Context: an optimization exercise on an open-source flow, tuned for small area, a short achievable clock period and few clock cycles. The choices shown serve that exercise and are no tape-out recipe. Only simulation tests tie the RTL to the original design; equivalence was not proved. Power and IR drop assume default switching activity.

==> design.v <==
module pcmux_rx (
    input  wire        clk,
    input  wire        rst,
    input  wire        in_valid,
    input  wire [7:0]  in_data,
    output wire        in_ready,
    input  wire [11:0] cfg_prog_en,
    input  wire [95:0] cfg_prog_code,
    output reg         tel_valid,
    output wire [7:0]  tel_data,
    output reg         evt_valid,
    output wire [7:0]  evt_data,
    output reg         ack
);
    localparam K_VER    = 4'd0;   
    localparam K_TEMP   = 4'd1;   
    localparam K_SALT   = 4'd2;   
    localparam K_STAT   = 4'd3;   
    localparam K_CBAD   = 4'd4;   
    localparam K_PBAD   = 4'd5;   
    localparam K_CKSUM  = 4'd6;   
    localparam K_OVF    = 4'd7;   
    localparam K_PSHORT = 4'd8;   
    localparam K_PSTAT  = 4'd9;   
    reg        rdy;
    reg        a_v, b_v;
    reg  [7:0] a_d, b_d;
    assign in_ready = rdy;
    wire take = in_valid & rdy;
    reg  [5:0]  len;         
    reg         typ;         
    reg         bad1;        
    reg  [2:0]  kdec;        
    reg  [7:0]  prev;        
    reg  [15:0] sum;         
    reg  [7:0]  rb4;         
    reg  [8*61-1:0] rbv;     
    reg        act_v, pend_v, q1_v;
    reg  [3:0] akind, pkind, q1kind;
    reg  [15:0] q1dat;
    reg  [3:0] arec;
    reg  [5:0] abp;
    reg  [15:0] adat, pdat;  
    wire [7:0] p6 = rbv[8*(9) +: 8];
    wire [7:0] p7 = rbv[8*(10) +: 8];
    reg prog_known;
    integer pi;
    always @(*) begin
        prog_known = 1'b0;
        for (pi = 0; pi < 12; pi = pi + 1)
            if (cfg_prog_en[pi] && cfg_prog_code[pi*8 +: 8] == p7)
                prog_known = 1'b1;
    end
    wire        is_salt = (akind == K_SALT);
    wire [7:0]  mx = is_salt ? adat[15:8] : arec[0] ? rbv[8*(22) +: 8] : rbv[8*(20) +: 8];
    wire [7:0]  my = arec[0] ? rbv[8*(23) +: 8] : rbv[8*(21) +: 8];
    reg  [15:0] prod;
    always @(posedge clk) begin
        if (abp == 6'd0)
            prod <= is_salt ? {3'd0, mx, 5'd0} + {4'd0, mx, 4'd0}
                            : {2'd0, mx, 6'd0} + {8'd0, my};
        else if (abp == 6'd1)
            prod <= is_salt ? prod + {7'd0, mx, 1'b0}
                            : prod - {6'd0, mx, 2'd0};
    end
    reg  [7:0] vnext, vbyte;
    always @(*) begin
        case (abp)
            6'd1: vnext = rbv[8*(5) +: 8]; 6'd2: vnext = rbv[8*(6) +: 8]; 6'd3: vnext = rbv[8*(7) +: 8];
            6'd4: vnext = rbv[8*(8) +: 8]; 6'd5: vnext = rbv[8*(9) +: 8]; 6'd6: vnext = rbv[8*(10) +: 8];
            6'd7: vnext = rbv[8*(11) +: 8]; 6'd8: vnext = rbv[8*(12) +: 8]; 6'd9: vnext = rbv[8*(13) +: 8];
            6'd10: vnext = rbv[8*(14) +: 8]; 6'd11: vnext = rbv[8*(15) +: 8]; 6'd12: vnext = rbv[8*(16) +: 8];
            6'd13: vnext = rbv[8*(17) +: 8]; 6'd14: vnext = rbv[8*(18) +: 8]; 6'd15: vnext = rbv[8*(19) +: 8];
            6'd16: vnext = rbv[8*(20) +: 8]; 6'd17: vnext = rbv[8*(21) +: 8]; 6'd18: vnext = rbv[8*(22) +: 8];
            6'd19: vnext = rbv[8*(23) +: 8]; 6'd20: vnext = rbv[8*(24) +: 8]; 6'd21: vnext = rbv[8*(25) +: 8];
            6'd22: vnext = rbv[8*(26) +: 8]; 6'd23: vnext = rbv[8*(27) +: 8]; 6'd24: vnext = rbv[8*(28) +: 8];
            6'd25: vnext = rbv[8*(29) +: 8]; 6'd26: vnext = rbv[8*(30) +: 8]; 6'd27: vnext = rbv[8*(31) +: 8];
            6'd28: vnext = rbv[8*(32) +: 8]; 6'd29: vnext = rbv[8*(33) +: 8]; 6'd30: vnext = rbv[8*(34) +: 8];
            6'd31: vnext = rbv[8*(35) +: 8]; 6'd32: vnext = rbv[8*(36) +: 8]; 6'd33: vnext = rbv[8*(37) +: 8];
            6'd34: vnext = rbv[8*(38) +: 8]; 6'd35: vnext = rbv[8*(39) +: 8]; 6'd36: vnext = rbv[8*(40) +: 8];
            6'd37: vnext = rbv[8*(41) +: 8]; 6'd38: vnext = rbv[8*(42) +: 8]; 6'd39: vnext = rbv[8*(43) +: 8];
            6'd40: vnext = rbv[8*(44) +: 8]; 6'd41: vnext = rbv[8*(45) +: 8]; 6'd42: vnext = rbv[8*(46) +: 8];
            6'd43: vnext = rbv[8*(47) +: 8]; 6'd44: vnext = rbv[8*(48) +: 8]; 6'd45: vnext = rbv[8*(49) +: 8];
            6'd46: vnext = rbv[8*(50) +: 8]; 6'd47: vnext = rbv[8*(51) +: 8]; 6'd48: vnext = rbv[8*(52) +: 8];
            6'd49: vnext = rbv[8*(53) +: 8]; 6'd50: vnext = rbv[8*(54) +: 8]; 6'd51: vnext = rbv[8*(55) +: 8];
            6'd52: vnext = rbv[8*(56) +: 8]; 6'd53: vnext = rbv[8*(57) +: 8]; 6'd54: vnext = rbv[8*(58) +: 8];
            6'd55: vnext = rbv[8*(59) +: 8]; 6'd56: vnext = rbv[8*(60) +: 8];
            default: vnext = 8'h00;
        endcase
    end
    always @(posedge clk) vbyte <= vnext;
    reg        r_evt;
    reg [7:0]  r_id;
    reg [5:0]  r_len;
    reg [31:0] r_val;
    reg        r_last;
    always @(*) begin
        r_evt  = 1'b0;
        r_id   = 8'h00;
        r_len  = 6'd1;
        r_val  = 32'd0;
        r_last = 1'b1;
        case (akind)
            K_VER: begin
                r_id  = 8'h01;
                r_len = adat[5:0];
            end
            K_TEMP: begin
                r_id  = 8'h02;
                r_val = {adat[15:8], 24'd0};
            end
            K_SALT: begin
                if (arec == 4'd0) begin
                    r_id   = 8'h03;
                    r_len  = 6'd2;
                    r_val  = {prod, 16'd0};
                    r_last = 1'b0;
                end else begin
                    r_id   = {4'h1, 1'b0, arec[2:0] - 3'd1};
                    r_val  = {7'd0, adat[arec[2:0] - 3'd1], 24'd0};
                    r_last = (arec == 4'd8);
                end
            end
            K_STAT: begin
                r_id  = 8'h04;
                r_val = {8'h01, 24'd0};
            end
            K_CBAD: begin
                r_evt = 1'b1;
                r_id  = 8'h01;
                r_val = {adat[15:8], 24'd0};
            end
            K_PBAD: begin
                r_evt = 1'b1;
                r_id  = 8'h02;
                r_len = 6'd2;
                r_val = {adat, 16'd0};
            end
            K_CKSUM: begin
                r_evt = 1'b1;
                r_id  = 8'h03;
                r_len = 6'd4;
                r_val = {sum, adat};
            end
            K_OVF: begin
                r_evt = 1'b1;
                r_id  = 8'h04;
                r_val = {adat[15:8], 24'd0};
            end
            K_PSHORT: begin
                r_evt = 1'b1;
                r_id  = 8'h09;
                r_val = {adat[15:8], 24'd0};
            end
            K_PSTAT: begin
                r_last = (arec == 4'd7);
                case (arec[2:0])
                    3'd0: begin
                        if (p6 == 8'h0A) begin
                            r_id = 8'h20; r_val = {8'h01, 24'd0};
                        end else if (p6 == 8'h04) begin
                            r_id = 8'h20; r_val = {8'h00, 24'd0};
                        end else begin
                            r_evt = 1'b1; r_id = 8'h07; r_val = {p6, 24'd0};
                        end
                    end
                    3'd1: begin
                        r_val = {p7, 24'd0};
                        if (prog_known) r_id = 8'h21;
                        else begin r_evt = 1'b1; r_id = 8'h08; end
                    end
                    3'd2: begin r_id = 8'h22; r_len = 6'd2; r_val = {rbv[8*(12) +: 8], rbv[8*(13) +: 8], 16'd0}; end
                    3'd3: begin r_id = 8'h23; r_len = 6'd2; r_val = {rbv[8*(14) +: 8], rbv[8*(15) +: 8], 16'd0}; end
                    3'd4: begin r_id = 8'h24; r_val = {rbv[8*(16) +: 8], 24'd0}; end
                    3'd5: begin r_id = 8'h25; r_val = {rbv[8*(17) +: 8], 24'd0}; end
                    default: begin
                        r_id = {7'b0010011, arec[0]}; r_len = 6'd2; r_val = {prod, 16'd0};
                    end
                endcase
            end
            default: ;
        endcase
    end
    wire [5:0] vpos = abp - 6'd2;
    reg  [7:0] emit_byte;
    always @(*) begin
        if (abp == 6'd0)
            emit_byte = r_id;
        else if (abp == 6'd1)
            emit_byte = {2'b00, r_len};
        else if (akind == K_VER)
            emit_byte = vbyte;
        else
            emit_byte = r_val[(6'd31 - {vpos[1:0], 3'b000}) -: 8];
    end
    reg  rec_done;           
    wire act_finish = act_v & rec_done & r_last;
    reg [6:0] fa;
    always @(*) begin
        case (akind)
            K_VER:   fa = (abp < 6'd2) ? 7'd5 : {1'b0, abp} + 7'd3;
            K_CKSUM: fa = 7'd3;
            K_PSTAT: begin
                case (arec[2:0])
                    3'd0: fa = 7'd9;
                    3'd1: fa = 7'd10;
                    3'd2: fa = 7'd12;
                    3'd3: fa = 7'd14;
                    3'd4: fa = 7'd16;
                    3'd5: fa = 7'd17;
                    3'd6: fa = 7'd20;
                    default: fa = 7'd22;
                endcase
            end
            default: fa = 7'd64;
        endcase
        if (!act_v) fa = 7'd64;
    end
    reg  [6:0] fence;        
    reg        pf_ck, pf_ver, pf_st;    
    wire blocked_pos = (len >= 6'd3) &&
                       ({1'b0, len} >= fence || pf_ck ||
                        (pf_ver && len >= 6'd5) || (pf_st && len >= 6'd9));
    wire [7:0] b = a_d;
    wire [7:0] n = rbv[8*(8) +: 8];
    wire       pos0 = (len == 6'd0);
    wire       start = pos0 && (b == 8'h10 || b == 8'hFF);
    wire [2:0] kd_b = (b == 8'h03) ? 3'd0 : (b == 8'h16) ? 3'd1 :
                      (b == 8'h12) ? 3'd2 : (b == 8'h01) ? 3'd3 : 3'd4;
    wire       c_bad   = (len >= 6'd2) && bad1;
    wire       c_done  = !c_bad && (len >= 6'd3) && (prev == 8'h10) && (b == 8'h03);
    wire [2:0] c_k     = (len == 6'd3) ? kd_b : kdec;
    reg [7:0] hdr_exp;
    always @(*) begin
        case (len[1:0])
            2'd1:    hdr_exp = 8'h00;
            2'd2:    hdr_exp = 8'hFF;
            default: hdr_exp = 8'hA5;
        endcase
    end
    wire       p_hbad  = (len >= 6'd1) && (len <= 6'd3) && (b != hdr_exp);
    reg        p_last;       
    wire       p_done  = p_last;
    wire       p_ckbad = (sum != {prev, b});
    wire       p_stat  = (rbv[8*(6) +: 8] == 8'h60) && (rbv[8*(7) +: 8] == 8'h07);
    wire       p_add   = (len >= 6'd4) && (len <= 6'd8 || ({3'd0, len} <= {1'b0, n} + 9'd8));
    wire       ceil    = (len == 6'd63);
    reg        f_end;        
    reg [3:0]  f_kind;
    reg        f_job;        
    reg [5:0]  f_vlen;
    reg [15:0] f_dat;
    reg        f_ack;
    always @(*) begin
        f_end  = 1'b0;
        f_kind = K_VER;
        f_job  = 1'b0;
        f_vlen = (len >= 6'd8) ? len - 6'd7 : 6'd0;
        f_dat  = {prev, b};
        f_ack  = 1'b0;
        if (!pos0) begin
            if (!typ) begin
                if (c_done) begin
                    f_end = 1'b1;
                    f_ack = 1'b1;
                    f_job = (c_k != 3'd4);
                    f_kind = {1'b0, c_k};
                    if (c_k == 3'd0) f_dat = {10'd0, f_vlen};
                    else             f_dat = {rb4, (len == 6'd5) ? b : rbv[8*(5) +: 8]};
                end else if (ceil) begin
                    f_end  = 1'b1;
                    f_job  = 1'b1;
                    f_kind = c_bad ? K_CBAD : K_OVF;
                    f_dat   = c_bad ? {rb4, 8'h00} : {8'h10, 8'h00};
                end
            end else begin
                if (p_hbad) begin
                    f_end  = 1'b1;
                    f_job  = 1'b1;
                    f_kind = K_PBAD;
                    f_dat   = {6'd0, len[1:0], b};
                end else if (p_done) begin
                    f_end = 1'b1;
                    if (p_ckbad) begin
                        f_job  = 1'b1;
                        f_kind = K_CKSUM;
                    end else if (p_stat) begin
                        f_job  = 1'b1;
                        f_kind = (n < 8'd13) ? K_PSHORT : K_PSTAT;
                        f_dat   = {n, 8'h00};
                    end
                end else if (ceil) begin
                    f_end  = 1'b1;
                    f_job  = 1'b1;
                    f_kind = K_OVF;
                    f_dat   = {8'hFF, 8'h00};
                end
            end
        end
    end
    wire act_free = !act_v || act_finish;
    wire blocked  = blocked_pos || (f_end && q1_v);
    wire proc     = a_v && !blocked;
    wire wr_buf   = a_v && !blocked_pos && (len >= 6'd5) && (len <= 6'd60);
    wire new_job  = proc && f_job;
    integer wi;
    always @(posedge clk) begin
        for (wi = 5; wi <= 60; wi = wi + 1)
            if (wr_buf && len == wi) rbv[8*wi +: 8] <= b;
    end
    reg [7:0] obyte;
    assign tel_data = obyte;
    assign evt_data = obyte;
    always @(posedge clk) begin
        tel_valid <= 1'b0;
        evt_valid <= 1'b0;
        ack       <= 1'b0;
        if (rst) begin
            rdy    <= 1'b1;
            a_v    <= 1'b0;
            b_v    <= 1'b0;
            len    <= 6'd0;
            fence  <= 7'd64;
            pf_ck  <= 1'b0;
            pf_ver <= 1'b0;
            pf_st  <= 1'b0;
            p_last <= 1'b0;
            act_v  <= 1'b0;
            pend_v <= 1'b0;
            q1_v   <= 1'b0;
        end else begin
            if (!a_v || proc) begin
                if (b_v) begin
                    a_d <= b_d;
                    a_v <= 1'b1;
                    b_v <= take;
                    b_d <= in_data;
                    rdy <= !take;
                end else begin
                    a_d <= in_data;
                    a_v <= take;
                    rdy <= 1'b1;
                end
            end else begin
                if (take) begin
                    b_d <= in_data;
                    b_v <= 1'b1;
                end
                rdy <= !(take || b_v);
            end
            fence  <= fa;
            pf_ck  <= (pend_v && pkind == K_CKSUM) || (q1_v && q1kind == K_CKSUM);
            pf_ver <= (pend_v && pkind == K_VER)   || (q1_v && q1kind == K_VER);
            pf_st  <= (pend_v && pkind == K_PSTAT) || (q1_v && q1kind == K_PSTAT);
            if (proc) begin
                prev <= b;
                p_last <= typ && !f_end && (len >= 6'd9) &&
                          ({3'd0, len} == {1'b0, n} + 9'd9);
                if (pos0) begin
                    if (start) begin
                        typ <= (b == 8'hFF);
                        len <= 6'd1;
                    end
                end else if (f_end) begin
                    len <= 6'd0;
                end else begin
                    len <= len + 6'd1;
                end
                if (len == 6'd1) bad1 <= (b != 8'h02);
                if (len == 6'd1 || (len == 6'd4 && !bad1)) rb4 <= b;
                if (len == 6'd3) begin
                    kdec <= kd_b;
                    sum  <= {8'd0, b};
                end else if (p_add) begin
                    sum  <= sum + {8'd0, b};
                end
                if (f_ack) ack <= 1'b1;
            end
            if (act_v) begin
                if (r_evt) evt_valid <= 1'b1;
                else       tel_valid <= 1'b1;
                obyte <= emit_byte;
                rec_done <= !rec_done && (abp == r_len);
                if (rec_done) begin
                    abp  <= 6'd0;
                    arec <= arec + 4'd1;
                end else begin
                    abp <= abp + 6'd1;
                end
            end
            if (act_free) begin
                if (pend_v) begin
                    act_v <= 1'b1;
                    akind <= pkind;
                    arec  <= 4'd0;
                    abp   <= 6'd0;
                    rec_done <= 1'b0;
                    adat  <= pdat;
                    pend_v <= q1_v | new_job;
                    q1_v   <= q1_v & new_job;
                    if (q1_v) begin
                        pkind  <= q1kind;
                        pdat   <= q1dat;
                    end else begin
                        pkind  <= f_kind;
                        pdat   <= f_dat;
                    end
                    q1kind <= f_kind;
                    q1dat  <= f_dat;
                end else if (new_job) begin
                    act_v <= 1'b1;
                    akind <= f_kind;
                    arec  <= 4'd0;
                    abp   <= 6'd0;
                    rec_done <= 1'b0;
                    adat  <= f_dat;
                end else begin
                    act_v <= 1'b0;
                end
            end else if (new_job) begin
                if (!pend_v) begin
                    pend_v <= 1'b1;
                    pkind  <= f_kind;
                    pdat   <= f_dat;
                end else begin
                    q1_v   <= 1'b1;
                    q1kind <= f_kind;
                    q1dat  <= f_dat;
                end
            end
        end
    end
endmodule
==> flow/run.sh <==
#!/bin/bash
# The standard layout (the standard.sh, standard synthesis), with two
# changes to how it is made:
#  - repair_timing aims at 6.5 ns of setup slack, well inside the period;
#  - the port buffers are plain sky130_fd_sc_hd__buf_2 cells.
# Everything else (SDC, period, floorplan, CTS, routing) is the standard flow.
set -euo pipefail
bash standard.sh SETUP_SLACK_MARGIN=6.5 \
    "BUFFER_PORTS_ARGS=-buffer_cell sky130_fd_sc_hd__buf_2" \
    finish > standard_flow.log 2>&1
==> standard.sh <==
#!/bin/bash
# synth_recipe.tcl (not shown) runs the flow's synth.tcl, then flattens the netlist and writes it again
# the make line also repeats each setting of config.mk as NAME=value (left out here)
make -C /OpenROAD-flow-scripts/flow DESIGN_CONFIG=/design/flow/config.mk WORK_HOME=/design/flow/orfs CLKGATE_MAP_FILE= SYNTH_SCRIPT=/design/flow/synth_recipe.tcl "${@:-finish}"
==> config.mk <==
export PLATFORM = sky130hd
export DESIGN_NAME = pcmux_rx
export DESIGN_NICKNAME = pcmux_rx
export VERILOG_FILES = /design/flow/design.v
export SDC_FILE = /design/flow/constraint.sdc
export NUM_CORES = 4
export LEC_CHECK = 0
export CAP_MARGIN = 20
export CORE_MARGIN = 2
export CORE_UTILIZATION = 40
export SLEW_MARGIN = 20
==> constraint.sdc <==
create_clock -name core_clock -period 10.0 [get_ports {clk}]
set_input_delay 2.0000 -clock core_clock [delete_from_list [all_inputs] [get_ports {clk}]]
set_output_delay 2.0000 -clock core_clock [all_outputs]
set_load 0.01 [all_outputs]
==> results of run 1 <==
-- flip-flops by register name (all words and copies together) (netlist names), 3 cells and up --
| register | count |
|---|---|
| fence | 7 |
| b_d | 8 |
| prev | 8 |
| sum | 16 |
| pkind | 4 |
| rbv | 448 |
| arec | 4 |
| obyte | 8 |
| a_d | 8 |
| q1dat | 16 |
| pdat | 16 |
| vbyte | 8 |
| adat | 16 |
| akind | 4 |
| abp | 6 |
| q1kind | 4 |
| rb4 | 8 |
| kdec | 3 |
| len | 6 |
| prod | 16 |
-- layout by cell type, fill, tap and decap left out, types with 11 or more instances in the layout --
| cell type | instances |
|---|---|
| a31oi_1 | 22 |
| nor3_1 | 54 |
| o21a_1 | 11 |
| nand2b_1 | 20 |
| nor2_2 | 18 |
| a211oi_1 | 15 |
| clkbuf_1 | 14 |
| mux2_2 | 51 |
| xor2_1 | 109 |
| a22oi_1 | 187 |
| buf_12 | 19 |
| nand4_1 | 54 |
| bufbuf_16 | 11 |
| nor2_1 | 163 |
| buf_6 | 16 |
| a221oi_1 | 33 |
| nand2_1 | 122 |
| nand3_1 | 76 |
| buf_4 | 155 |
| xnor2_1 | 48 |
| inv_1 | 55 |
| buf_2 | 137 |
| nor2_4 | 33 |
| clkbuf_16 | 74 |
| nor2b_1 | 18 |
| a21oi_1 | 104 |
| a21o_1 | 12 |
| edfxtp_1 | 596 |
| or3_1 | 13 |
| mux2i_1 | 34 |
| nor4_1 | 22 |
| o21ai_0 | 81 |
| dfxtp_1 | 28 |
| o211ai_1 | 15 |
| nand3b_1 | 15 |
| ha_1 | 55 |
| clkinv_2 | 15 |
| a22o_1 | 29 |
-- power groups by stage --
stage          Sequential, mW  Combinational [mW]  Clock, mW
2_1_floorplan            2.97               0.144          0
3_3_place_gp             2.96               0.286          0
3_5_place_dp             2.96               0.291          0
4_1_cts                  2.91               0.341       2.61
5_1_grt                  2.91               0.379       2.72
6_report                 2.91               0.366       2.60
-- kinds of logic after synthesis --
logic type      synth area share
compound gates             0.149
xor+xnor                  0.0448
fa+ha+maj                 0.0319
buf+inv                   0.0257
flops                      0.601
mux                       0.0328
simple gates               0.115
-- final timing paths --
path | startpoint | end | slack [ns] | cells after the start
setup / recovery | a_d[7] | q1kind[3] | 6.42 | 10
hold / removal | b_d[3] | a_d[3] | 0.54 | 1
setup reg to reg | a_d[7] | q1kind[3] | 6.42 | 10
hold reg to reg | b_d[3] | a_d[3] | 0.54 | 1
-- cell type report --
cell class                 instances  area share
clock buffer                      90      0.0504
multi-input combinational       1690       0.333
timing repair buffer             342      0.0754
tap                             1030      0.0340
sequential                       630       0.491
inverter                          65     0.00687
clock inverter                    40     0.00991
-- worst max-delay path: cells and delay by family, from the launching register on --
| family | cells | cell delay (ns) |
|---|---|---|
| DFF | 1 | 0.43 |
| AOI/OAI and AO/OA | 3 | 0.82 |
| buffers and inverters | 3 | 0.49 |
| and+or+nand+nor | 4 | 1.55 |
-- through the flow --
| step | std cells | util | hold WS, ns | power (mW) | area [um2] |
|---|---|---|---|---|---|
| 6_report | 3887 | 0.497 | 0.545 | 5.88 | 37900 |
| 5_1_grt | 3887 | 0.497 | 0.566 | 6.00 | 37900 |
| 4_1_cts | 3834 | 0.487 | 0.549 | 5.85 | 37100 |
| 3_5_place_dp | 3638 | 0.435 | 0.535 | 3.25 | 33200 |
| 3_3_place_gp | 3636 | 0.435 | 0.528 | 3.25 | 33100 |
| 2_1_floorplan | 2512 | - | 0.515 | 3.12 | 31000 |
-- routing by layer --
layer  GRT usage  routed length (um)  up-vias  part of all wire
li1            -                   -    10400                 -
met1       0.442               51800    12700              0.39
met2       0.506               59600     1833              0.44
met3      0.0737               15400      335              0.11
met4       0.153                7410        4             0.055
met5           0                  24        -           0.00018
-- timing repair --
item	4_1_cts	5_1_grt
endpoints found under the setup margin	641	486
cloned	15	3
gates resized for setup	181	74
pin swaps	24	36
buffers inserted	51	50
==> impl_metrics.env, run 1 <==
export IMPL_cts_root_buffer="clkbuf_16"
export IMPL_drt_first_pass_iters=6
export IMPL_pre_cts_ws_ns=5.38
export IMPL_die_x_um=282
export IMPL_p_int_mw=4.50
export IMPL_status="timing/DRC/antenna clean"
export IMPL_row_count=101
export IMPL_cp_max_fo=5
export IMPL_coreArea_um2=76200
export IMPL_dieArea_um2=79500
export IMPL_boundaryPins=139
export IMPL_max_stage_delay_ns=0.53
export IMPL_multi_input_area_um2=12600
export IMPL_tightest_slew_ns=1.18
export IMPL_required_ns=10.36
export IMPL_path_class="register to register"
export IMPL_grt_usage=0.329
export IMPL_netlist_area_um2=30900
export IMPL_comb_power_share=0.062
export IMPL_min_period_ns=3.58
export IMPL_setup_tns_ns=0
export IMPL_p_sw_frac=0.234
export IMPL_syn_num_nets=2706
export IMPL_synth_main_ff_cell="edfxtp_1"
export IMPL_syn2layout_area_growth_pct=22.6
export IMPL_nNetsFinal=2993
export IMPL_p_switching_mw=1.38
export IMPL_syn_inst=2512
export IMPL_clkSinkCount=630
export IMPL_slew_headroom=0.211
export IMPL_seqPwrFrac=0.495
export IMPL_synth_edf_count=596
export IMPL_grt_pass1_vias=23700
export IMPL_viasPerCell=6.50
export IMPL_wirelength_um=134000
export IMPL_numCtsBuffers=70
export IMPL_yosys_warnings=1
export IMPL_cts_tree="yes"
export IMPL_io_buffers=138
export IMPL_worstSetupEndpointType="register"
export IMPL_p_per_area_nw_per_um2=155
export IMPL_maxCapViolations=0
export IMPL_grt_remaining_overflow=0
export IMPL_wl_per_cell_um=34.5
export IMPL_ys_top_cells_by_area="edfxtp_1 (58%), a22oi_1 (4.6%), xor2_1 (3.1%), ha_1 (2.8%), nor2_1 (2.6%)"
export IMPL_slew_violations=0
export IMPL_register_area_um2=18600
export IMPL_die_y_um=282
export IMPL_insertion_delay_ns=0.65
export IMPL_skew_ns=0.0255
export IMPL_synth_top_area_share=0.579
export IMPL_rsz0062_at_grt="yes"
export IMPL_grt_pass1_wl_um=182000
export IMPL_drive_gt1_frac=0.243
export IMPL_power_leakage_nw=12.9
export IMPL_clkTransAtPathRegs_ns=0.06
export IMPL_min_period_over_period=0.358
export IMPL_crit_slowest_cell="or4_4"
export IMPL_drc_errors=0
export IMPL_nFillCells=6615
export IMPL_ys_ff_latch=630
export IMPL_antenna_found_initial=3
export IMPL_hold_class="register to register"
export IMPL_yosysMostFrequentCell="edfxtp_1"
export IMPL_routed_via_count=25300
export IMPL_timing_final_ws_setup_ns=6.42
export IMPL_initialDrtViolationCount=3866
export IMPL_gp_congestion=1.00
export IMPL_avgSynthCellArea_um2=12.3
export IMPL_power_share_clock=0.443
export IMPL_ant_nets=0
export IMPL_vdd_ir_drop_max_mv=0.133
export IMPL_start_util=0.406
export IMPL_htreeDepth=3
export IMPL_critPathArrivalTime_ns=3.94
export IMPL_setup_viol=0
export IMPL_cts_hold_buf=0
export IMPL_clock_path_buffers=3
export IMPL_diodes=0
export IMPL_synth_top_cell_by_area="edfxtp_1"
export IMPL_crit_chain="buf_12, or4_4, or4_4, o31ai_4, o41a_1, nor2_2, or3_4, buf_6, a211oi_4, buf_6"
export IMPL_grt_max_degree=70
export IMPL_yosysSeqAreaShare=0.601
export IMPL_ys_types=94
export IMPL_synth_commonest_cells="edfxtp_1 (596), nor2_1 (213), a22oi_1 (189)"
export IMPL_maxClockFrequency_mhz=279
export IMPL_hpwl_um=90000
export IMPL_hold_viol=0
export IMPL_async_flop_share=0
export IMPL_start_kind="register"
Testbench counts, summed over its fixed seeds: cycles 50,288.
==> run 2: changes to the inputs <==
--- a/design.v
+++ b/design.v
@@ -13,14 +13,11 @@
     output reg         ack
 );
-    localparam K_VER    = 4'd0;   
-    localparam K_TEMP   = 4'd1;   
-    localparam K_SALT   = 4'd2;   
-    localparam K_STAT   = 4'd3;   
-    localparam K_CBAD   = 4'd4;   
-    localparam K_PBAD   = 4'd5;   
-    localparam K_CKSUM  = 4'd6;   
-    localparam K_OVF    = 4'd7;   
-    localparam K_PSHORT = 4'd8;   
-    localparam K_PSTAT  = 4'd9;   
+    localparam K_VER    = 3'd0;   
+    localparam K_SALT   = 3'd1;   
+    localparam K_PSTAT  = 3'd2;   
+    localparam K_CKSUM  = 3'd3;   
+    localparam K_TEL1   = 3'd4;   
+    localparam K_EVT1   = 3'd5;   
+    localparam K_PBAD   = 3'd6;   
     reg        rdy;
     reg        a_v, b_v;
@@ -37,9 +34,10 @@
     reg  [8*61-1:0] rbv;     
     reg        act_v, pend_v, q1_v;
-    reg  [3:0] akind, pkind, q1kind;
+    reg  [2:0] akind, pkind, q1kind;
     reg  [15:0] q1dat;
     reg  [3:0] arec;
     reg  [5:0] abp;
     reg  [15:0] adat, pdat;  
+    reg        lastrec;      
     wire [7:0] p6 = rbv[8*(9) +: 8];
     wire [7:0] p7 = rbv[8*(10) +: 8];
@@ -94,5 +92,4 @@
     reg [5:0]  r_len;
     reg [31:0] r_val;
-    reg        r_last;
     always @(*) begin
         r_evt  = 1'b0;
@@ -100,5 +97,4 @@
         r_len  = 6'd1;
         r_val  = 32'd0;
-        r_last = 1'b1;
         case (akind)
             K_VER: begin
@@ -106,8 +102,4 @@
                 r_len = adat[5:0];
             end
-            K_TEMP: begin
-                r_id  = 8'h02;
-                r_val = {adat[15:8], 24'd0};
-            end
             K_SALT: begin
                 if (arec == 4'd0) begin
@@ -115,19 +107,17 @@
                     r_len  = 6'd2;
                     r_val  = {prod, 16'd0};
-                    r_last = 1'b0;
                 end else begin
                     r_id   = {4'h1, 1'b0, arec[2:0] - 3'd1};
                     r_val  = {7'd0, adat[arec[2:0] - 3'd1], 24'd0};
-                    r_last = (arec == 4'd8);
                 end
             end
-            K_STAT: begin
-                r_id  = 8'h04;
-                r_val = {8'h01, 24'd0};
+            K_TEL1: begin
+                r_id  = adat[15:8];
+                r_val = {adat[7:0], 24'd0};
             end
-            K_CBAD: begin
+            K_EVT1: begin
                 r_evt = 1'b1;
-                r_id  = 8'h01;
-                r_val = {adat[15:8], 24'd0};
+                r_id  = adat[15:8];
+                r_val = {adat[7:0], 24'd0};
             end
             K_PBAD: begin
@@ -143,16 +133,5 @@
                 r_val = {sum, adat};
             end
-            K_OVF: begin
-                r_evt = 1'b1;
-                r_id  = 8'h04;
-                r_val = {adat[15:8], 24'd0};
-            end
-            K_PSHORT: begin
-                r_evt = 1'b1;
-                r_id  = 8'h09;
-                r_val = {adat[15:8], 24'd0};
-            end
             K_PSTAT: begin
-                r_last = (arec == 4'd7);
                 case (arec[2:0])
                     3'd0: begin
@@ -195,5 +174,5 @@
     end
     reg  rec_done;           
-    wire act_finish = act_v & rec_done & r_last;
+    wire act_finish = act_v & rec_done & lastrec;
     reg [6:0] fa;
     always @(*) begin
@@ -230,5 +209,5 @@
     wire       c_bad   = (len >= 6'd2) && bad1;
     wire       c_done  = !c_bad && (len >= 6'd3) && (prev == 8'h10) && (b == 8'h03);
-    wire [2:0] c_k     = (len == 6'd3) ? kd_b : kdec;
+    wire [2:0] c_k     = (len == 6'd3) ? 3'd0 : kdec;
     reg [7:0] hdr_exp;
     always @(*) begin
@@ -242,10 +221,11 @@
     reg        p_last;       
     wire       p_done  = p_last;
-    wire       p_ckbad = (sum != {prev, b});
+    reg        ck_hi;        
+    wire       p_ckbad = !ck_hi || (sum[7:0] != b);
     wire       p_stat  = (rbv[8*(6) +: 8] == 8'h60) && (rbv[8*(7) +: 8] == 8'h07);
     wire       p_add   = (len >= 6'd4) && (len <= 6'd8 || ({3'd0, len} <= {1'b0, n} + 9'd8));
     wire       ceil    = (len == 6'd63);
     reg        f_end;        
-    reg [3:0]  f_kind;
+    reg [2:0]  f_kind;
     reg        f_job;        
     reg [5:0]  f_vlen;
@@ -265,12 +245,15 @@
                     f_ack = 1'b1;
                     f_job = (c_k != 3'd4);
-                    f_kind = {1'b0, c_k};
-                    if (c_k == 3'd0) f_dat = {10'd0, f_vlen};
-                    else             f_dat = {rb4, (len == 6'd5) ? b : rbv[8*(5) +: 8]};
+                    case (c_k)
+                        3'd0: begin f_kind = K_VER;  f_dat = {10'd0, f_vlen}; end
+                        3'd1: begin f_kind = K_TEL1; f_dat = {8'h02, rb4}; end
+                        3'd2: begin f_kind = K_SALT; f_dat = {rb4, (len == 6'd5) ? b : rbv[8*(5) +: 8]}; end
+                        default: begin f_kind = K_TEL1; f_dat = {8'h04, 8'h01}; end
+                    endcase
                 end else if (ceil) begin
                     f_end  = 1'b1;
                     f_job  = 1'b1;
-                    f_kind = c_bad ? K_CBAD : K_OVF;
-                    f_dat   = c_bad ? {rb4, 8'h00} : {8'h10, 8'h00};
+                    f_kind = K_EVT1;
+                    f_dat  = c_bad ? {8'h01, rb4} : {8'h04, 8'h10};
                 end
             end else begin
@@ -287,12 +270,12 @@
                     end else if (p_stat) begin
                         f_job  = 1'b1;
-                        f_kind = (n < 8'd13) ? K_PSHORT : K_PSTAT;
-                        f_dat   = {n, 8'h00};
+                        f_kind = (n < 8'd13) ? K_EVT1 : K_PSTAT;
+                        f_dat  = {8'h09, n};
                     end
                 end else if (ceil) begin
                     f_end  = 1'b1;
                     f_job  = 1'b1;
-                    f_kind = K_OVF;
-                    f_dat   = {8'hFF, 8'h00};
+                    f_kind = K_EVT1;
+                    f_dat  = {8'h04, 8'hFF};
                 end
             end
@@ -355,4 +338,5 @@
             if (proc) begin
                 prev <= b;
+                ck_hi <= (sum[15:8] == b);
                 p_last <= typ && !f_end && (len >= 6'd9) &&
                           ({3'd0, len} == {1'b0, n} + 9'd9);
@@ -385,4 +369,6 @@
                     abp  <= 6'd0;
                     arec <= arec + 4'd1;
+                    lastrec <= (akind == K_SALT && arec == 4'd7) ||
+                               (akind == K_PSTAT && arec == 4'd6);
                 end else begin
                     abp <= abp + 6'd1;
@@ -393,4 +379,5 @@
                     act_v <= 1'b1;
                     akind <= pkind;
+                    lastrec <= (pkind != K_SALT) && (pkind != K_PSTAT);
                     arec  <= 4'd0;
                     abp   <= 6'd0;
@@ -411,4 +398,5 @@
                     act_v <= 1'b1;
                     akind <= f_kind;
+                    lastrec <= (f_kind != K_SALT) && (f_kind != K_PSTAT);
                     arec  <= 4'd0;
                     abp   <= 6'd0;
--- a/config.mk
+++ b/config.mk
@@ -8,4 +8,7 @@
 export CAP_MARGIN = 20
 export CORE_MARGIN = 2
-export CORE_UTILIZATION = 40
+export CORE_UTILIZATION = 55
+export CTS_BUF_LIST = sky130_fd_sc_hd__clkbuf_16
+export CTS_CLUSTER_DIAMETER = 60
+export CTS_CLUSTER_SIZE = 20
 export SLEW_MARGIN = 20
==> run 2 against run 1 <==
  * Die area fell by 28%
  * Via count increased by 0.25%
  * Global-route usage rose by 8.5 points
  * Sequential share of layout area increased by 1.9 points
  * Combinational power decreased by 8.7%
  * Maximum frequency decreased by 4.5%
  * Critical path type unchanged
  * Clock-buffer cell count decreased by 45
  * Still clean on timing, DRC and antenna
  * Largest cell class unchanged
==> impl_metrics.env, run 2 <==
export IMPL_status="timing/DRC/antenna clean"
export IMPL_numCtsBuffers=45
export IMPL_cp_max_fo=32
export IMPL_syn2layout_area_growth_pct=19.0
export IMPL_p_per_area_nw_per_um2=141
export IMPL_yosys_warnings=1
export IMPL_min_period_over_period=0.375
export IMPL_hold_start="q1dat[3]"
export IMPL_boundaryPins=139
export IMPL_hpwl_um=83900
export IMPL_maxClockFrequency_mhz=266
export IMPL_grt_remaining_overflow=0
export IMPL_layout_common_cells="edfxtp_1 (595), nor2_1 (196), nand2_1 (168), a22oi_1 (165), buf_2 (138)"
export IMPL_hold_class="register to register"
export IMPL_ys_types=78
export IMPL_avgSynthCellArea_um2=12.1
export IMPL_pre_cts_ws_ns=5.33
export IMPL_required_ns=10.44
export IMPL_wl_per_cell_um=34.8
export IMPL_setup_tns_ns=0
export IMPL_setup_viol=0
export IMPL_vdd_ir_drop_max_mv=0.172
export IMPL_power_total_mw=5.13
export IMPL_drt_first_pass_iters=7
export IMPL_start_kind="register"
export IMPL_nNetsFinal=2980
export IMPL_ys_top_cells_by_area="edfxtp_1 (58%), a22oi_1 (4.0%), nor2_1 (3.2%), ha_1 (2.9%), xor2_1 (2.7%)"
export IMPL_grt_max_degree=61
export IMPL_placed_cell_area_um2=32300
export IMPL_hold_viol=0
export IMPL_register_area_um2=18600
export IMPL_cts_tree="yes"
export IMPL_dieArea_um2=57600
export IMPL_syn_num_nets=2734
export IMPL_rr_endpoint="vbyte[0]"
export IMPL_synth_edf_count=595
export IMPL_ant_nets=0
export IMPL_skew_ns=0.0335
export IMPL_final_common_cell="edfxtp_1"
export IMPL_path_class="register to register"
export IMPL_drc_errors=0
export IMPL_row_count=86
export IMPL_clkSinkCount=629
export IMPL_die_y_um=240
export IMPL_maxCapViolations=0
export IMPL_cts_root_buffer="clkbuf_16"
export IMPL_netlist_area_um2=30600
export IMPL_worstSetupEndpointType="register"
export IMPL_reg2reg_depth=9
export IMPL_largest_reg_flops=448
export IMPL_yosysSeqAreaShare=0.606
export IMPL_synth_commonest_cells="edfxtp_1 (595), nor2_1 (262), nand2_1 (171)"
export IMPL_grt_usage=0.413
export IMPL_ff2ff_setup_slack_ns=6.25
export IMPL_wirelength_um=124000
export IMPL_gp_congestion=1.05
export IMPL_nFillCells=4109
export IMPL_yosysMostFrequentCell="edfxtp_1"
export IMPL_syn_inst=2539
export IMPL_tightest_slew_ns=1.19
export IMPL_hold_end="pdat[3]"
export IMPL_viasPerCell=7.11
export IMPL_die_x_um=240
export IMPL_io_buffers=138
export IMPL_coreArea_um2=55100
export IMPL_insertion_delay_ns=0.65
export IMPL_routed_via_count=25300
export IMPL_drive_gt1_frac=0.218
export IMPL_async_flop_share=0
export IMPL_timing_final_ws_setup_ns=6.25
export IMPL_rsz0062_at_grt="yes"
export IMPL_synth_top_cell_by_area="edfxtp_1"
export IMPL_final_cell_area_um2=36400
export IMPL_clkTransAtPathRegs_ns=0.08
export IMPL_synth_main_ff_cell="edfxtp_1"
export IMPL_initialDrtViolationCount=4253
export IMPL_min_path_cells=2
export IMPL_min_period_ns=3.75
export IMPL_antenna_found_initial=5
export IMPL_r2r_start="abp[0]"
export IMPL_multi_input_area_um2=12300
export IMPL_clock_path_buffers=3
export IMPL_critPathArrivalTime_ns=4.19
export IMPL_start_util=0.556
export IMPL_slew_headroom=0.207
export IMPL_grt_pass1_vias=22900
export IMPL_slew_violations=0
export IMPL_synth_top_area_share=0.584
export IMPL_grt_pass1_wl_um=167000
export IMPL_ys_ff_latch=629
export IMPL_top_register="rbv"
export IMPL_whs_ns=0.518
export IMPL_htreeDepth=2
export IMPL_power_leakage_nw=12.4
## run 2: layer usage
layer / global-route usage / wire [um] / part of all wire
met3: 0.125 / 19500 / 0.16
met2: 0.605 / 52400 / 0.42
met4: 0.205 / 8360 / 0.067
met1: 0.562 / 43700 / 0.35
met5: 0 / 25 / 0.00020
## run 2: cell type report
type                       count  share of cell area
multi-input combinational   1716               0.338
timing repair buffer         317              0.0787
inverter                      76             0.00797
antenna                        1           0.0000687
tap                          748              0.0257
clock inverter                29             0.00886
clock buffer                  45              0.0309
sequential                   629               0.510
## run 2: cells by family after synthesis
| logic type | synth area share |
|---|---|
| simple gates | 0.115 |
| compound gates | 0.146 |
| flops | 0.606 |
| buf+inv | 0.0263 |
| xor+xnor | 0.0478 |
| fa+ha+maj | 0.0326 |
| mux | 0.0262 |
## run 2: worst max path at each step
stage          startpoint       end  slack, ns  cells past startpoint
2_1_floorplan      a_d[5]   adat[0]       6.28                      9
3_3_place_gp       len[1]  rbv[298]       5.38                      9
3_5_place_dp       len[1]   adat[2]       5.33                      9
4_1_cts            len[2]   lastrec       6.50                      9
5_1_grt            abp[0]  vbyte[0]       6.39                      9
6_report           abp[0]  vbyte[0]       6.25                      9
## run 2: worst max-delay path, cell delays in order, from the launching register on
cell and delay [ns]:
edfxtp_1 0.34, buf_6 0.28, inv_1 0.22, ha_1 0.33
nand2_1 0.21, nor2_1 0.28, a22oi_1 0.66, nand4_1 0.39
nor3_1 0.56, nand2_1 0.29
## run 2: power breakdown
part / internal, mW / total [mW] / switching (mW)
clock: 0.887 / 1.90 / 1.01
sequential: 2.89 / 2.90 / 0.0106
combinational: 0.119 / 0.334 / 0.215
total: 3.89 / 5.13 / 1.23
## run 2: stage by stage
stage,utilization,instances
3_5_place_dp,0.586,3360
2_1_floorplan,-,2539
4_1_cts,0.645,3523
6_report,0.661,3561
5_1_grt,0.661,3560
3_3_place_gp,0.586,3360
## run 2: timing repair
item	in CTS	in global routing
setup buffers	86	26
cloned	3	11
endpoints found under the setup margin	668	622
gates resized for setup	177	104
pin swaps	54	28
hold buffers	0	0
Testbench counts of run 2, summed over its fixed seeds: cycles 50,288.
==> run 3: changes to the inputs <==
--- a/design.v
+++ b/design.v
@@ -25,4 +25,9 @@
     assign in_ready = rdy;
     wire take = in_valid & rdy;
+    function [5:0] bcls(input [7:0] x);
+        bcls = {x == 8'h03, x == 8'h10, x == 8'hFF, x == 8'h02, x == 8'h00, x == 8'hA5};
+    endfunction
+    reg  [5:0] a_c;
+    wire a_03 = a_c[5], a_10 = a_c[4], a_ff = a_c[3], a_02 = a_c[2], a_00 = a_c[1], a_a5 = a_c[0];
     reg  [5:0]  len;         
     reg         typ;         
@@ -204,19 +209,13 @@
     wire [7:0] n = rbv[8*(8) +: 8];
     wire       pos0 = (len == 6'd0);
-    wire       start = pos0 && (b == 8'h10 || b == 8'hFF);
+    wire       start = pos0 && (a_10 || a_ff);
     wire [2:0] kd_b = (b == 8'h03) ? 3'd0 : (b == 8'h16) ? 3'd1 :
                       (b == 8'h12) ? 3'd2 : (b == 8'h01) ? 3'd3 : 3'd4;
     wire       c_bad   = (len >= 6'd2) && bad1;
-    wire       c_done  = !c_bad && (len >= 6'd3) && (prev == 8'h10) && (b == 8'h03);
+    reg        pv10;         
+    wire       c_done  = !c_bad && (len >= 6'd3) && pv10 && a_03;
     wire [2:0] c_k     = (len == 6'd3) ? 3'd0 : kdec;
-    reg [7:0] hdr_exp;
-    always @(*) begin
-        case (len[1:0])
-            2'd1:    hdr_exp = 8'h00;
-            2'd2:    hdr_exp = 8'hFF;
-            default: hdr_exp = 8'hA5;
-        endcase
-    end
-    wire       p_hbad  = (len >= 6'd1) && (len <= 6'd3) && (b != hdr_exp);
+    wire       p_hbad  = (len == 6'd1 && !a_00) || (len == 6'd2 && !a_ff) ||
+                         (len == 6'd3 && !a_a5);
     reg        p_last;       
     wire       p_done  = p_last;
@@ -316,4 +315,5 @@
                 if (b_v) begin
                     a_d <= b_d;
+                    a_c <= bcls(b_d);
                     a_v <= 1'b1;
                     b_v <= take;
@@ -322,4 +322,5 @@
                 end else begin
                     a_d <= in_data;
+                    a_c <= bcls(in_data);
                     a_v <= take;
                     rdy <= 1'b1;
@@ -338,4 +339,5 @@
             if (proc) begin
                 prev <= b;
+                pv10 <= a_10;
                 ck_hi <= (sum[15:8] == b);
                 p_last <= typ && !f_end && (len >= 6'd9) &&
@@ -343,5 +345,5 @@
                 if (pos0) begin
                     if (start) begin
-                        typ <= (b == 8'hFF);
+                        typ <= a_ff;
                         len <= 6'd1;
                     end
@@ -351,5 +353,5 @@
                     len <= len + 6'd1;
                 end
-                if (len == 6'd1) bad1 <= (b != 8'h02);
+                if (len == 6'd1) bad1 <= !a_02;
                 if (len == 6'd1 || (len == 6'd4 && !bad1)) rb4 <= b;
                 if (len == 6'd3) begin
==> run 3 against run 2 <==
  * Combinational power up 9.9%
  * First-iteration DRC count grew 7.2%
  * Critical path depth unchanged
  * Non-clock buffer count fell by 61
  * Synthesized cell count did not move
  * Sequential share of layout area increased by 1.3 points
  * Maximum frequency grew 6.9%
  * Worst hold slack better by 0.016 ns
  * Critical path type unchanged
  * Largest cell class unchanged
==> impl_metrics.env, run 3 <==
export IMPL_grt_max_degree=64
export IMPL_initialDrtViolationCount=4558
export IMPL_yosysMostFrequentCell="edfxtp_1"
export IMPL_async_flop_share=0
export IMPL_skew_ns=0.0494
export IMPL_hold_class="register to register"
export IMPL_insertion_delay_ns=0.65
export IMPL_synth_top_area_share=0.578
export IMPL_drc_errors=0
export IMPL_synth_top_cell_by_area="edfxtp_1"
export IMPL_htreeDepth=2
export IMPL_cp_max_fo=20
export IMPL_hold_viol=0
export IMPL_layout_common_cells="edfxtp_1 (602), nor2_1 (163), buf_2 (139), nand2_1 (138), a22oi_1 (134)"
export IMPL_wirelength_um=124000
export IMPL_worstSetupEndpoint="vbyte[5]"
export IMPL_synth_commonest_cells="edfxtp_1 (602), nor2_1 (221), nand2_1 (138)"
export IMPL_clkTransAtPathRegs_ns=0.08
export IMPL_status="timing/DRC/antenna clean"
export IMPL_nFillCells=4359
export IMPL_grt_pass1_wl_um=172000
export IMPL_p_per_area_nw_per_um2=148
export IMPL_placed_cell_area_um2=33000
export IMPL_start_kind="register"
export IMPL_syn2layout_area_growth_pct=14.7
export IMPL_coreArea_um2=56300
export IMPL_final_cells=3520
export IMPL_cts_hold_buf=0
export IMPL_die_x_um=243
export IMPL_final_cell_area_um2=35900
export IMPL_clock_path_buffers=3
export IMPL_timing_final_ws_setup_ns=6.49
export IMPL_largest_reg_flops=448
export IMPL_min_period_over_period=0.351
export IMPL_drive_gt1_frac=0.197
export IMPL_dieArea_um2=58800
export IMPL_gp_congestion=1.04
export IMPL_setup_viol=0
export IMPL_tightest_slew_ns=1.19
export IMPL_final_common_cell="edfxtp_1"
export IMPL_required_ns=10.43
export IMPL_cts_root_buffer="clkbuf_16"
export IMPL_register_area_um2=18800
export IMPL_startpoint="abp[3]"
export IMPL_drt_first_pass_iters=9
export IMPL_netlist_area_um2=31300
export IMPL_placedCellCount=3375
export IMPL_rsz0062_at_grt="no"
export IMPL_maxClockFrequency_mhz=285
export IMPL_critPathArrivalTime_ns=3.94
export IMPL_synth_main_ff_cell="edfxtp_1"
export IMPL_grt_usage=0.412
export IMPL_rr_endpoint="vbyte[5]"
export IMPL_viasPerCell=7.21
export IMPL_boundaryPins=139
export IMPL_routed_via_count=25400
export IMPL_numCtsBuffers=47
export IMPL_power_leakage_nw=12.0
export IMPL_power_total_mw=5.31
export IMPL_ant_nets=0
export IMPL_grt_pass1_vias=23200
export IMPL_die_y_um=243
export IMPL_worstSetupEndpointType="register"
export IMPL_setup_tns_ns=0
export IMPL_ys_types=89
export IMPL_vdd_ir_drop_max_mv=0.159
export IMPL_slew_violations=0
export IMPL_cts_tree="yes"
export IMPL_multi_input_area_um2=12500
export IMPL_min_period_ns=3.51
export IMPL_ys_ff_latch=636
export IMPL_io_buffers=138
export IMPL_ys_top_cells_by_area="edfxtp_1 (58%), a22oi_1 (3.3%), ha_1 (2.7%), nor2_1 (2.7%), xor2_1 (2.4%)"
export IMPL_yosysSeqAreaShare=0.600
export IMPL_slew_headroom=0.201
export IMPL_ff2ff_setup_slack_ns=6.49
export IMPL_syn_num_nets=2730
export IMPL_pre_cts_ws_ns=5.44
export IMPL_row_count=87
export IMPL_antenna_found_initial=4
export IMPL_clkSinkCount=636
export IMPL_syn_inst=2539
export IMPL_top_register="rbv"
export IMPL_start_util=0.556
export IMPL_maxCapViolations=0
export IMPL_hpwl_um=87800
export IMPL_yosys_warnings=1
export IMPL_avgSynthCellArea_um2=12.3
export IMPL_nNetsFinal=2913
export IMPL_wl_per_cell_um=35.3
export IMPL_r2r_start="abp[3]"
export IMPL_reg2reg_depth=9
export IMPL_path_class="register to register"
export IMPL_synth_edf_count=602
export IMPL_grt_remaining_overflow=0
-- run 3: cell type report --
type / count / area share
Antenna cell: 3 / 0.000209
Clock buffer: 48 / 0.0335
Clock inverter: 40 / 0.0105
Inverter: 83 / 0.00871
Multi-Input combinational cell: 1698 / 0.349
Sequential cell: 636 / 0.523
Tap cell: 756 / 0.0264
Timing Repair Buffer: 256 / 0.0493
-- run 3: worst min path at each step --
stage / slack [ns] / start / end / cells past startpoint
2_1_floorplan: 0.45 / a_c[4] / pv10 / 0
3_3_place_gp: 0.51 / q1dat[4] / pdat[4] / 2
3_5_place_dp: 0.52 / q1dat[4] / pdat[4] / 2
4_1_cts: 0.54 / a_c[2] / bad1 / 1
5_1_grt: 0.57 / a_c[2] / bad1 / 1
6_report: 0.53 / a_c[2] / bad1 / 1
-- run 3: cell families after synthesis --
| family | Yosys count | share of synthesized area |
|---|---|---|
| AND/OR/NAND/NOR | 712 | 0.114 |
| AO/OA/AOI/OAI | 673 | 0.157 |
| flip-flops | 636 | 0.600 |
| buffers and inverters | 207 | 0.0266 |
| XOR/XNOR | 162 | 0.0454 |
| multiplexers | 77 | 0.0275 |
| adder cells (fa/ha/maj) | 72 | 0.0300 |
-- run 3: where the power goes --
part | total, mW | switching [mW] | internal [mW]
logic | 0.367 | 0.240 | 0.127
clock network | 2.00 | 1.03 | 0.970
registers | 2.95 | 0.0253 | 2.92
-- run 3: layer usage --
layer	part of all wire	vias to the layer above	global-route usage
met2	0.42	2170	0.591
met4	0.049	2	0.167
met5	0.000097	-	0
met3	0.15	355	0.129
met1	0.38	12500	0.583
li1	-	10400	-
-- run 3: timing repair --
item	in CTS	in global routing
endpoints found under the setup margin	628	490
setup buffers	23	26
gates resized for setup	120	67
pin swaps	7	12
cloned	2	2
-- run 3: worst max-delay path, cell delays in order (launching register included) --
cell and delay, ns:
edfxtp_1 0.36, buf_4 0.23, and2_0 0.31, nand2_1 0.21, nor2_1 0.13, buf_4 0.24
a22oi_1 0.44, nand2_1 0.20, or4_1 0.55, or4_1 0.59
-- run 3: through the flow --
step	util	hold slack, ns
2_1_floorplan	-	0.446
3_3_place_gp	0.586	0.514
3_5_place_dp	0.587	0.519
4_1_cts	0.627	0.535
5_1_grt	0.638	0.568
6_report	0.638	0.534
Testbench counts of run 3, summed over its fixed seeds: cycles 50,288.
==> run 4: changes to the inputs <==
--- a/config.mk
+++ b/config.mk
@@ -8,5 +8,5 @@
 export CAP_MARGIN = 20
 export CORE_MARGIN = 2
-export CORE_UTILIZATION = 55
+export CORE_UTILIZATION = 65
 export CTS_BUF_LIST = sky130_fd_sc_hd__clkbuf_16
 export CTS_CLUSTER_DIAMETER = 60
==> run 4 against run 3 <==
  * Highest routed layer unchanged
  * Global-route usage increased by 6.5 points
  * Non-clock buffer count grew 2
  * Clock power is 7% lower
  * Synthesized cell count unchanged
  * Critical endpoint is now vbyte[1]
  * Sequential share of layout area increased by 0.51 points
  * Synthesized area did not move
  * First-iteration DRC count is 16% higher
==> impl_metrics.env, run 4 <==
export IMPL_min_period_ns=3.68
export IMPL_insertion_delay_ns=0.62
export IMPL_seqPwrFrac=0.569
export IMPL_row_count=80
export IMPL_clkSinkCount=636
export IMPL_rsz0062_at_grt="yes"
export IMPL_synth_main_ff_cell="edfxtp_1"
export IMPL_min_period_over_period=0.368
export IMPL_grt_remaining_overflow=0
export IMPL_final_common_cell="edfxtp_1"
export IMPL_io_buffers=138
export IMPL_setup_tns_ns=0
export IMPL_ys_types=89
export IMPL_wl_per_cell_um=35.9
export IMPL_grt_usage=0.477
export IMPL_gp_congestion=1.07
export IMPL_status="timing/DRC/antenna clean"
export IMPL_crit_slowest_cell="or4_1"
export IMPL_avgSynthCellArea_um2=12.3
export IMPL_top_register="rbv"
export IMPL_layout_common_cells="edfxtp_1 (602), nor2_1 (167), buf_2 (140), a22oi_1 (136), nand2_1 (135)"
export IMPL_p_switching_mw=1.23
export IMPL_dieArea_um2=49900
export IMPL_cts_tree="yes"
export IMPL_setup_viol=0
export IMPL_grt_max_degree=66
export IMPL_cts_root_buffer="clkbuf_16"
export IMPL_clock_path_buffers=3
export IMPL_drc_errors=0
export IMPL_min_path_cells=2
export IMPL_start_kind="register"
export IMPL_power_total_mw=5.17
export IMPL_yosysSeqAreaShare=0.600
export IMPL_tightest_slew_ns=1.30
export IMPL_die_y_um=223
export IMPL_die_x_um=223
export IMPL_numCtsBuffers=44
export IMPL_hold_class="register to register"
export IMPL_yosysMostFrequentCell="edfxtp_1"
export IMPL_viasPerCell=7.80
export IMPL_vdd_ir_drop_max_mv=0.159
export IMPL_synth_top_cell_by_area="edfxtp_1"
export IMPL_netlist_area_um2=31300
export IMPL_synth_top_area_share=0.578
export IMPL_reg2reg_depth=8
export IMPL_maxCapViolations=0
export IMPL_yosys_warnings=1
export IMPL_boundaryPins=139
export IMPL_async_flop_share=0
export IMPL_synth_commonest_cells="edfxtp_1 (602), nor2_1 (221), nand2_1 (138)"
export IMPL_wirelength_um=121000
export IMPL_path_class="register to register"
export IMPL_antenna_found_initial=10
export IMPL_routed_via_count=26300
export IMPL_drive_gt1_frac=0.195
export IMPL_drt_first_pass_iters=17
export IMPL_p_sw_frac=0.238
export IMPL_crit_chain="buf_4, ha_1, nand3b_1, nor2_1, a22o_1, a221oi_1, nand4_1, or4_1"
export IMPL_hpwl_um=84800
export IMPL_syn_num_nets=2730
export IMPL_ys_top_cells_by_area="edfxtp_1 (58%), a22oi_1 (3.3%), ha_1 (2.7%), nor2_1 (2.7%), xor2_1 (2.4%)"
export IMPL_p_per_area_nw_per_um2=146
export IMPL_initialDrtViolationCount=5290
export IMPL_hold_viol=0
export IMPL_grt_pass1_vias=23900
export IMPL_critPathArrivalTime_ns=4.07
export IMPL_power_leakage_nw=11.9
export IMPL_largest_reg_flops=448
export IMPL_nNetsFinal=2912
export IMPL_ant_nets=0
export IMPL_comb_power_share=0.073
export IMPL_required_ns=10.40
export IMPL_cp_max_fo=24
export IMPL_max_stage_delay_ns=0.83
export IMPL_coreArea_um2=47600
export IMPL_grt_pass1_wl_um=169000
export IMPL_power_share_clock=0.357
export IMPL_worstSetupEndpointType="register"
export IMPL_syn_inst=2539
export IMPL_synth_edf_count=602
export IMPL_slew_violations=0
export IMPL_skew_ns=0.0251
export IMPL_htreeDepth=2
export IMPL_syn2layout_area_growth_pct=13.6
export IMPL_slew_headroom=0.133
export IMPL_start_util=0.657
export IMPL_ys_ff_latch=636
export IMPL_p_int_mw=3.94
export IMPL_maxClockFrequency_mhz=272
export IMPL_clkTransAtPathRegs_ns=0.08
==> run 4: cell counts after synthesis <==
No cell type changed its count.
==> run 4: path summary, 6_finish.rpt <==
check                               from  endpoint  slack [ns]
worst max-delay path              abp[0]  vbyte[1]        6.32
worst min-delay path            q1dat[7]   pdat[7]        0.53
worst max register to register    abp[0]  vbyte[1]        6.32
worst min register to register  q1dat[7]   pdat[7]        0.53
==> run 4: cell families after synthesis <==
logic type,count (synthesis),share of synthesized area
and+or+nand+nor,712,0.114
AOI/OAI and AO/OA,673,0.157
muxes,77,0.0275
buffers and inverters,207,0.0266
DFF,636,0.600
xor gates and xnor gates,162,0.0454
adders and majority gates,72,0.0300
==> run 4: critical path: cells and delay by family (launching register included) <==
family          cells  cell delay, ns
simple gates        4            1.71
buf+inv             1            0.26
compound gates      2            0.73
flops               1            0.42
fa+ha+maj           1            0.32
==> run 4: per-stage QoR <==
step | instances | hold slack [ns] | cell area (um2) | setup slack (ns) | utilization
3_3_place_gp | 3228 | 0.508 | 32800 | 5.53 | 0.688
5_1_grt | 3363 | 0.556 | 35500 | 6.43 | 0.746
6_report | 3367 | 0.532 | 35500 | 6.32 | 0.746
2_1_floorplan | 2539 | 0.446 | 31400 | 6.50 | -
4_1_cts | 3328 | 0.529 | 34900 | 6.45 | 0.733
3_5_place_dp | 3229 | 0.513 | 32800 | 5.40 | 0.688
==> run 4: cell type report <==
class	instances	area, um2
Clock buffer	46	1150
Clock inverter	26	255
Antenna cell	5	12.5
Tap cell	615	769
Timing Repair inverter	1	5.00
Fill cell	2987	12100
Multi-Input combinational cell	1697	12500
Inverter	83	317
Timing Repair Buffer	258	1760
Sequential cell	636	18800
==> run 4: what timing repair did <==
item | 4_1_cts | 5_1_grt
buffers inserted | 24 | 32
hold buffers | 0 | 0
hold endpoints to repair | 0 | 0
gates resized for setup | 125 | 71
setup endpoints to repair | 638 | 345
cloned | 3 | 2
pin swaps | 9 | 16
==> run 4: power by group through the flow <==
stage / registers (mW) / clock network, mW / logic, mW
after floorplan: 3.01 / 0 / 0.180
after global placement: 3.01 / 0 / 0.323
after detailed placement: 3.01 / 0 / 0.330
after CTS: 2.95 / 1.82 / 0.344
after global routing: 2.95 / 1.91 / 0.392
final: 2.95 / 1.85 / 0.380
==> run 4: metal layers <==
metal | share of wire | vias up | track usage
li1 | - | 10400 | -
met1 | 0.34 | 12500 | 0.628
met2 | 0.41 | 2803 | 0.685
met3 | 0.18 | 563 | 0.220
met4 | 0.060 | 22 | 0.202
met5 | 0.0029 | - | 0
==> run 5: changes to the inputs <==
==> flow/run.sh (replaced) <==
#!/bin/bash
# The standard layout (the standard.sh, standard synthesis), with two
# changes to how it is made:
#  - repair_timing aims at 6.6 ns of setup slack, well inside the period;
#  - the port buffers are plain sky130_fd_sc_hd__buf_2 cells.
# Everything else (SDC, period, floorplan, CTS, routing) is the standard flow.
set -euo pipefail
bash standard.sh SETUP_SLACK_MARGIN=6.6 \
    "BUFFER_PORTS_ARGS=-buffer_cell sky130_fd_sc_hd__buf_2" \
    finish > standard_flow.log 2>&1
--- a/config.mk
+++ b/config.mk
@@ -8,5 +8,5 @@
 export CAP_MARGIN = 20
 export CORE_MARGIN = 2
-export CORE_UTILIZATION = 65
+export CORE_UTILIZATION = 55
 export CTS_BUF_LIST = sky130_fd_sc_hd__clkbuf_16
 export CTS_CLUSTER_DIAMETER = 60
==> run 5 against run 4 <==
  * Still clean on timing, DRC and antenna
  * Routed wire length rose by 2.2%
  * Clock power rose by 6%
  * Utilization fell by 10 points
  * Maximum frequency rose by 4.2%
  * Synthesized cell count did not move
  * Global-route usage fell by 6.4 points
  * Clock skew rose by 0.025 ns
  * Sequential power barely moved
  * Synthesized area did not move
  * Final cell count rose by 4.7%
  * Critical path depth rose by 2
  * Critical path type unchanged
==> impl_metrics.env, run 5 <==
export IMPL_status="timing/DRC/antenna clean"
export IMPL_seqPwrFrac=0.558
export IMPL_hold_viol=0
export IMPL_worstSetupEndpointType="register"
export IMPL_syn2layout_area_growth_pct=15.6
export IMPL_slew_violations=0
export IMPL_p_switching_mw=1.26
export IMPL_start_kind="register"
export IMPL_final_common_cell="edfxtp_1"
export IMPL_min_period_ns=3.53
export IMPL_clock_path_buffers=3
export IMPL_clkTransAtPathRegs_ns=0.08
export IMPL_maxCapViolations=0
export IMPL_ys_top_cells_by_area="edfxtp_1 (58%), a22oi_1 (3.3%), ha_1 (2.7%), nor2_1 (2.7%), xor2_1 (2.4%)"
export IMPL_clkSinkCount=636
export IMPL_ff2ff_setup_slack_ns=6.47
export IMPL_coreArea_um2=56300
export IMPL_ant_nets=0
export IMPL_antenna_found_initial=8
export IMPL_critPathArrivalTime_ns=3.97
export IMPL_ys_types=89
export IMPL_skew_ns=0.0497
export IMPL_synth_commonest_cells="edfxtp_1 (602), nor2_1 (221), nand2_1 (138)"
export IMPL_row_count=87
export IMPL_setup_viol=0
export IMPL_largest_reg_flops=448
export IMPL_power_leakage_nw=12.1
export IMPL_yosysMostFrequentCell="edfxtp_1"
export IMPL_syn_inst=2539
export IMPL_slew_headroom=0.162
export IMPL_nNetsFinal=2926
export IMPL_max_stage_delay_ns=0.62
export IMPL_routed_via_count=25500
export IMPL_power_total_mw=5.28
export IMPL_synth_edf_count=602
export IMPL_power_share_clock=0.371
export IMPL_numCtsBuffers=45
export IMPL_dieArea_um2=58800
export IMPL_crit_chain="inv_2, ha_1, nand3b_1, nor2_1, buf_4, a22o_1, a221oi_2, and3_1, nand4_1, or4_1"
export IMPL_comb_power_share=0.071
export IMPL_cts_hold_buf=0
export IMPL_top_register="rbv"
export IMPL_crit_slowest_cell="or4_1"
export IMPL_setup_tns_ns=0
export IMPL_io_buffers=138
export IMPL_async_flop_share=0
export IMPL_die_x_um=243
export IMPL_avgSynthCellArea_um2=12.3
export IMPL_ys_ff_latch=636
export IMPL_htreeDepth=2
export IMPL_grt_usage=0.412
export IMPL_p_int_mw=4.01
export IMPL_grt_pass1_vias=23500
export IMPL_grt_max_degree=63
export IMPL_synth_top_cell_by_area="edfxtp_1"
export IMPL_synth_top_area_share=0.578
export IMPL_cp_max_fo=12
export IMPL_drc_errors=0
export IMPL_cts_tree="yes"
export IMPL_netlist_area_um2=31300
export IMPL_layout_common_cells="edfxtp_1 (602), nor2_1 (157), buf_2 (139), a22oi_1 (133), nand2_1 (133)"
export IMPL_p_per_area_nw_per_um2=146
export IMPL_required_ns=10.44
export IMPL_cts_root_buffer="clkbuf_16"
export IMPL_rsz0062_at_grt="yes"
export IMPL_wirelength_um=124000
export IMPL_start_util=0.556
export IMPL_min_period_over_period=0.353
export IMPL_initialDrtViolationCount=4727
export IMPL_die_y_um=243
export IMPL_insertion_delay_ns=0.66
export IMPL_gp_congestion=1.09
export IMPL_drive_gt1_frac=0.210
export IMPL_syn_num_nets=2730
export IMPL_boundaryPins=139
export IMPL_vdd_ir_drop_max_mv=0.139
export IMPL_grt_remaining_overflow=0
export IMPL_yosysSeqAreaShare=0.600
export IMPL_hold_class="register to register"
export IMPL_hpwl_um=86800
export IMPL_synth_main_ff_cell="edfxtp_1"
export IMPL_maxClockFrequency_mhz=283
export IMPL_grt_pass1_wl_um=173000
export IMPL_p_sw_frac=0.240
export IMPL_wl_per_cell_um=35.1
export IMPL_yosys_warnings=1
export IMPL_drt_first_pass_iters=8
export IMPL_tightest_slew_ns=1.25
export IMPL_viasPerCell=7.25
export IMPL_path_class="register to register"
## run 5: cell counts after synthesis
Identical to the previous run, type by type.
## run 5: path summary, 6_finish.rpt
kind / start / end / cells past startpoint
setup / recovery: abp[0] / vbyte[1] / 10
hold / removal: q1dat[6] / pdat[6] / 2
setup reg to reg: abp[0] / vbyte[1] / 10
hold reg to reg: q1dat[6] / pdat[6] / 2
## run 5: routing by layer
metal	up-vias	global-route usage	routed length, um
met1	12600	0.581	46000
met2	2182	0.573	51100
li1	10400	-	-
met3	396	0.148	19600
met5	-	0	39
met4	8	0.183	6760
## run 5: what timing repair did
item,4_1_cts,5_1_grt
endpoints found under the setup margin,662,450
gates cloned,4,0
pin swaps,18,40
setup buffers,45,27
resized for setup,146,83
## run 5: through the flow
step | setup slack (ns) | hold slack, ns | util | area [um2] | cells
after floorplan | 6.50 | 0.446 | - | 31500 | 2539
after global placement | 5.62 | 0.517 | 0.586 | 33000 | 3368
after detailed placement | 5.55 | 0.514 | 0.586 | 33000 | 3368
after CTS | 6.60 | 0.536 | 0.631 | 35500 | 3494
after global routing | 6.51 | 0.552 | 0.643 | 36200 | 3521
final | 6.47 | 0.535 | 0.643 | 36200 | 3524
## run 5: layout make-up
cell class | instances | area (um2)
fillers | 4377 | 20100
flip-flops and latches | 636 | 18800
multi-input cells | 1698 | 12700
repair buffers | 271 | 1940
clock buffers | 45 | 1130
well taps | 756 | 946
clock inverters | 32 | 375
inverters | 83 | 318
diodes | 3 | 7.51
## run 5: power by group through the flow
stage	Clock (mW)	Sequential [mW]	Combinational [mW]
floorplan	0	3.01	0.181
global placement	0	3.01	0.325
detailed placement	0	3.01	0.329
CTS	1.95	2.94	0.350
global route	2.05	2.95	0.392
finish	1.96	2.95	0.375
## run 5: critical path, delay by kind of cell (launching register included)
family          cells  cell delay [ns]
flops               1             0.36
simple gates        5             1.61
buf+inv             2             0.39
compound gates      2             0.60
fa+ha+maj           1             0.37
## run 5: cells by family after synthesis
kind of cell,count (synthesis),share of synthesized area
buf+inv,207,0.0266
compound gates,673,0.157
flops,636,0.600
xor+xnor,162,0.0454
mux,77,0.0275
fa+ha+maj,72,0.0300
simple gates,712,0.114

==> separate check: timing with driven ports <==
The results above use ideal ports. As a check the final layouts listed here were re-extracted and re-timed, cells and wires unchanged. Step 1 assumes that a clkbuf_16 drives the clock port and a buf_2 every other input. Step 2 also shifts input and output timing later by t, the mid clock arrival at the registers, as if the neighbouring blocks saw the same clock. a / b / c = ideal / step 1 / step 2; a / b = the first two.
| run | shift t [ns] | slack for setup (ns) | hold slack, ns | slew at the worst register clock pin (ns) |
|---|---|---|---|---|
| run 1 | 0.702 | 6.416 / 6.416 / 5.963 | 0.545 / 0.545 / 0.545 | 0.07 / 0.07 |
| run 2 | 0.691 | 6.246 / 6.246 / 5.975 | 0.518 / 0.518 / 0.518 | 0.09 / 0.09 |
| run 3 | 0.685 | 6.487 / 6.487 / 5.970 | 0.534 / 0.534 / 0.534 | 0.09 / 0.09 |
| run 4 | 0.674 | 6.322 / 6.322 / 6.012 | 0.532 / 0.532 / 0.532 | 0.09 / 0.09 |
| run 5 | 0.701 | 6.470 / 6.470 / 6.125 | 0.535 / 0.535 / 0.535 | 0.09 / 0.09 |
After both steps every run listed still meets setup and hold. For run 3, which loses most, drivers alone change the setup slack by 0.000 ns; drivers and shift together by -0.517 ns.
